This is an optimization exercise on Yosys and OpenROAD, whose aim is small area, a short achievable clock period and few clock cycles per item, not a production implementation. Function was checked by simulation only, so behaviour that the tests miss may differ from the original.

==> v32: inputs <==
## pa_inc
module pa_inc (
    input  wire        clk,
    input  wire        rst,
    input  wire        in_valid,
    output wire        in_ready,
    input  wire [63:0] in_f,
    input  wire [63:0] in_fs,
    output wire        out_valid,
    output wire [63:0] out_inc
);
export LEC_CHECK = 0
export CAP_MARGIN = 20
export CORE_MARGIN = 2
export CORE_UTILIZATION = 45
export SLEW_MARGIN = 20
export TNS_END_PERCENT = 10
create_clock -name core_clock -period 25.0 [get_ports {clk}]
standard.sh (not shown) runs the stock make flow with config.mk's settings and CLKGATE_MAP_FILE= SYNTH_SCRIPT=/design/flow/synth_recipe.tcl, a recipe that flattens the netlist after the stock synthesis.
==> flow/flow/run.sh <==
#!/bin/bash
set -euo pipefail
bash standard.sh SETUP_SLACK_MARGIN=18.5 finish > standard_flow.log 2>&1
==> inputs of v14, as changes to v32 <==
--- a/flow/design.v
+++ b/flow/design.v
@@ -51,44 +51,45 @@
     reg [57:0]        WS, WC;  
     reg signed [12:0] E;       
     reg signed [12:0] ES;      
     reg               sgn;
     reg               G, S;    
     reg               top_r;   
     reg               pslow;   
     reg [3:0]         dp, dn;  
+    reg               fsub;    
     wire idle_like = (st == S_IDLE) | (st == S_DONE);
     assign in_ready  = idle_like;
     assign out_valid = (st == S_DONE);
     assign out_inc   = {sgn, E[10:0], Q[51:0]};
     wire load = idle_like & in_valid;
     wire f_man0 = ~|Q[51:0];
-    wire f_zero = f_man0 & ~Q[52];
+    wire f_zero = ~|Q[53:0];
     wire f_max  = (E == 13'sd2049);
     wire f_nan  = f_max & ~f_man0;
     wire f_inf  = f_max & f_man0;
     wire s_man0 = ~|D[51:0];
     wire s_zero = s_man0 & ~D[52];
     wire s_max  = (ES == 13'sd2047);
     wire s_nan  = s_max & ~s_man0;
     wire s_inf  = s_max & s_man0;
     wire sp_nan  = f_nan | s_nan | (f_inf & s_inf) | (f_zero & s_zero);
     wire special = f_nan | s_nan | f_inf | f_zero | s_zero;
     wire sp_inf  = ~sp_nan & (f_inf | s_zero);
-    wire need_norm = ~Q[52] | ~D[52];
+    wire need_norm = ~D[52];
     wire mul_m = (st == S_MUL);
     wire div_m = (st == S_DIV);
     wire first = (cnt == 4'd0);
     wire chk   = (cnt[3:1] == 3'd0);    
     wire last  = (cnt == 4'd3);
     wire mul_go = mul_m & ~(chk & (special | need_norm));
     wire top_now = (Q[52:0] >= TOPC);
     wire signed [12:0] ep_c = E + {12'd0, top_now};
-    wire pslow_now = (ep_c < 13'sd1) | (ep_c > 13'sd2045) | s_inf;
+    wire pslow_now = (ep_c < 13'sd1) | (ep_c > 13'sd2045) | s_inf | fsub;
     wire [3:0] n1 = first ? 4'd0 : Q[11:8];
     wire [3:0] n2 = first ? 4'd0 : Q[15:12];
     wire [3:0] n3 = first ? Q[3:0] : Q[19:16];
     wire [3:0] n4 = first ? Q[7:4] : Q[23:20];
     wire [56:0] T1 = tab(n1);
     wire [56:0] T2 = tab(n2);
     wire [56:0] T3 = tab(n3);
     wire [56:0] T4 = tab(n4);
@@ -192,56 +193,44 @@
     wire rnz   = fin_m & (neg ? ~zd : ~z0);
     wire [55:0] Qf = ~fin_m ? Q : neg ? qm_next : q_next;
     wire e_le0 = (E < 13'sd1);
     wire sel55 = rnd_m ? e_le0  : Qf[55];
     wire sel54 = rnd_m ? ~e_le0 : (~Qf[55] & Qf[54]);
     wire [54:0] V = sel55 ? {Qf[55:3], Qf[2], (|Qf[1:0]) | rnz}
                   : sel54 ? {Qf[54:2], Qf[1], Qf[0] | rnz}
                   :         {Qf[53:1], Qf[0], rnz};
-    wire [52:0] mant = V[54:2];
-    wire        rndq = V[1] & (V[0] | mant[0]);
+    wire signed [12:0] Eq = E + (sel55 ? 13'sd1 : sel54 ? 13'sd0 : -13'sd1);
+    wire [52:0] mant = Q[54:2];
+    wire        rndq = Q[1] & (Q[0] | mant[0]);
     wire [53:0] mi   = {1'b0, mant} + {53'd0, rndq};
     wire        cq   = mi[53];
-    reg signed [12:0] dE;
-    always @* begin
-        case (st)
-            S_NORM:  dE = -13'sd1;
-            S_PPOST: dE = WS[53] ? 13'sd1 : -13'sd1;
-            S_FIN,
-            S_RND:   dE = sel55 ? 13'sd1 : sel54 ? 13'sd0 : -13'sd1;
-            default: dE = 13'sd1;     
-        endcase
-    end
-    wire signed [12:0] Estep  = E + dE;
-    wire signed [12:0] Estep1 = E + dE + 13'sd1;
-    wire        ovf  = cq ? (Estep1 > 13'sd2046) : (Estep > 13'sd2046);
+    wire        ovf  = (E > 13'sd2046) | ((E == 13'sd2046) & cq);
     wire signed [12:0] Efin = ovf ? 13'sd2047
-                            : (mi[52] | cq) ? (cq ? Estep1 : Estep) : 13'sd0;
+                            : (mi[52] | cq) ? E + {12'd0, cq} : 13'sd0;
     wire [52:0] mfin = ovf ? 53'd0 : mi[52:0];
-    wire fin_zero = fin_m & (Estep < -13'sd52);
-    wire fin_den  = ~fin_zero & (fin_m ? (Estep < 13'sd1) : e_le0);
-    wire signed [12:0] Ediv = E - ES + 13'sd1023;
     wire [10:0] ef = in_f[62:52];
     wire [10:0] es = in_fs[62:52];
-    wire [56:0] T0l = tab(in_f[3:0]);
-    wire [56:0] T1l = tab(in_f[7:4]);
+    wire fsub_in = (ef == 11'd0);
+    wire [3:0] nl0 = fsub_in ? {in_f[1:0], 2'd0} : in_f[3:0];
+    wire [3:0] nl1 = fsub_in ? in_f[5:2] : in_f[7:4];
+    wire [56:0] T0l = tab(nl0);
+    wire [56:0] T1l = tab(nl1);
     reg [57:0] ws_misc;
     always @* begin
         ws_misc = WS;
         case (st)
             S_IDLE, S_DONE: if (in_valid) ws_misc = {1'b0, T1l};
             S_MUL:   if (chk && need_norm && !special) ws_misc = 58'd0;
             S_PCPA,
             S_PRND:  ws_misc = wsum;
-            S_PSLOW: if (WS[53] || E < 13'sd1) ws_misc = {1'b0, WS[57:1]};
+            S_PSLOW: if ((|WS[57:53]) || E < 13'sd1) ws_misc = {1'b0, WS[57:1]};
             S_PPOST: if (WS[53]) ws_misc = {1'b0, WS[57:1]};
                      else if (!WS[52] && !(E > 13'sd2046) && !s_inf) ws_misc = {WS[56:0], 1'b0};
-            S_FIN,
-            S_RND:   ws_misc = 58'd0;
+            S_FIN:   ws_misc = 58'd0;
             default: ;
         endcase
     end
     always @(posedge clk) begin
         WS <= (div_m | mul_go) ? {x4[57:1], div_m ? x4[0] : ws0_m} : ws_misc;
         WC <= div_m  ? y4[57:0]
             : mul_go ? {y4[57:1], prnd ? rnd_f : y4[0]}
             : load   ? {5'd0, T0l[56:4]} : 58'd0;
@@ -249,22 +238,23 @@
         dp <= {q1[1], q2[1], q3[1], q4[1]};
         dn <= {q1[0], q2[0], q3[0], q4[0]};
     end
     always @(posedge clk) begin
         case (st)
             S_IDLE, S_DONE: begin
                 st <= S_IDLE;
                 if (in_valid) begin
-                    Q   <= {3'd0, |ef, in_f[51:0]};
+                    Q   <= fsub_in ? {2'd0, in_f[51:0], 2'd0} : {3'd0, 1'b1, in_f[51:0]};
+                    fsub <= fsub_in;
                     D   <= {|es, in_fs[51:0]};
-                    E   <= {2'd0, ef} + ((ef == 11'd0) ? 13'sd3 : 13'sd2);
+                    E   <= fsub_in ? 13'sd1 : {2'd0, ef} + 13'sd2;
                     ES  <= {2'd0, es[10:1], es[0] | ~|es};
                     sgn <= in_f[63] ^ in_fs[63];
-                    S   <= in_f[0];
+                    S   <= nl0[0];
                     cnt <= 4'd1;
                     st  <= S_MUL;
                 end
             end
             S_MUL: begin
                 if (chk && special) begin
                     Q[52:0] <= {1'b0, sp_nan, 51'd0};
                     E       <= (sp_nan | sp_inf) ? 13'sd2047 : 13'sd0;
@@ -283,78 +273,87 @@
                     end
                     if (last) begin
                         G   <= g_now;
                         S   <= s_now;
                         cnt <= 4'd0;
                         if (pslow) begin
                             st <= S_PCPA;
                         end else begin
-                            E  <= Ediv;
+                            E  <= E - ES + 13'sd1023;
                             st <= S_DIV;
                         end
                     end else begin
                         S <= S | (|dsum[15:0]);
                     end
                 end
             end
             S_NORM: begin
-                if (!Q[52]) begin
-                    Q <= {Q[54:0], 1'b0};
-                    E <= Estep;
-                end
                 if (!D[52]) begin
                     D  <= {D[51:0], 1'b0};
                     ES <= ES - 13'sd1;
-                end
-                if (Q[52] && D[52])
+                end else
                     st <= S_MUL;
             end
             S_PCPA: begin
                 st <= S_PSLOW;
             end
             S_PSLOW: begin
-                if (WS[53] || E < 13'sd1) begin
+                if ((|WS[57:53]) || E < 13'sd1) begin
                     G  <= WS[0];
                     S  <= S | G;
-                    E  <= Estep;
+                    E  <= E + 13'sd1;
                 end else begin
                     st <= S_PRND;
                 end
             end
             S_PRND: begin
                 st <= S_PPOST;
             end
             S_PPOST: begin
                 if (WS[53]) begin
-                    E  <= Estep;
+                    E  <= E + 13'sd1;
                 end else if (E > 13'sd2046) begin
                     Q[52:0] <= {1'b0, s_inf, 51'd0};
                     E       <= 13'sd2047;
                     st      <= S_DONE;
                 end else if (s_inf) begin
                     Q[52:0] <= 53'd0;
                     E       <= 13'sd0;
                     st      <= S_DONE;
                 end else if (!WS[52]) begin
-                    E  <= Estep;
+                    E  <= E - 13'sd1;
                 end else begin
-                    E   <= Ediv;
+                    E   <= E - ES + 13'sd1023;
                     st  <= S_DIV;
                 end
             end
             S_DIV: begin
                 Q   <= q_next;
                 cnt <= cnt + 4'd1;
                 if (cnt == 4'd13)
                     st <= S_FIN;
             end
-            S_FIN, S_RND: begin
-                Q  <= fin_zero ? 56'd0 : fin_den ? {1'b0, V} : {3'd0, mfin};
-                E  <= fin_zero ? 13'sd0 : fin_den ? Estep : Efin;
-                st <= fin_den ? S_RND : S_DONE;
+            S_FIN: begin
+                Q  <= {1'b0, V};
+                E  <= Eq;
+                st <= S_RND;
+            end
+            S_RND: begin
+                if (E < -13'sd52) begin
+                    Q[52:0] <= 53'd0;
+                    E       <= 13'sd0;
+                    st      <= S_DONE;
+                end else if (e_le0) begin
+                    Q <= {1'b0, V};
+                    E <= Eq;
+                end else begin
+                    Q[52:0] <= mfin;
+                    E       <= Efin;
+                    st      <= S_DONE;
+                end
             end
             default: st <= S_IDLE;
         endcase
         if (rst)
             st <= S_IDLE;
     end
 endmodule
==> flow_summary.json <==
{
  "status": "complete, no violations",
  "dpl.hpwl_mm": 208,
  "syn_inst": 6104,
  "drt_wl_total_mm": 284,
  "numCtsBuffers": 48,
  "cp.depth": 31,
  "viasPerCell": 6.91,
  "grt_pass1_wl_mm": 387,
  "clock_latency_ns": 0.71
}
[end of results for v14]
==> flow_summary.json <==
{
  "status": "complete, no violations",
  "dpl.hpwl_mm": 214,
  "grt_pass1_wl_mm": 394,
  "numCtsBuffers": 47,
  "viasPerCell": 6.97,
  "clock_latency_ns": 0.70,
  "cp.depth": 10,
  "drt_wl_total_mm": 293
}
[end of results for v32]
Testbench counts of v32, summed over its fixed seeds: cycles 60,808, items 3,200.
Testbench counts of v14, summed over its fixed seeds: cycles 64,008, items 3,200.

[port drivers added, routing unchanged]
In the flow no input, the clock included, has a driving cell. The finished layouts below were timed again as built, in two steps. Step 1 sets driving cells, clkbuf_16 on the clock port and buf_2 on the other inputs (assumed; they add their load-dependent delay and slew). Step 2, shift: input delay + t, output delay - t, t = (earliest + latest rising clock arrival at the registers) / 2. This alone moves slack from input paths to output paths. Slacks: ideal ports / drivers / drivers and shift; pairs: ideal ports / drivers.
run	t (ns)	slack for setup (ns)	worst hold slack (ns)
v32	0.761	17.303 / 17.357 / 16.596	0.469 / 0.469 / 0.469
v14	0.776	17.699 / 17.699 / 17.039	0.459 / 0.459 / 0.459
After both steps every run listed still meets setup and hold. For v32, which loses most, drivers alone change the setup slack by +0.054 ns; drivers and shift together by -0.707 ns.
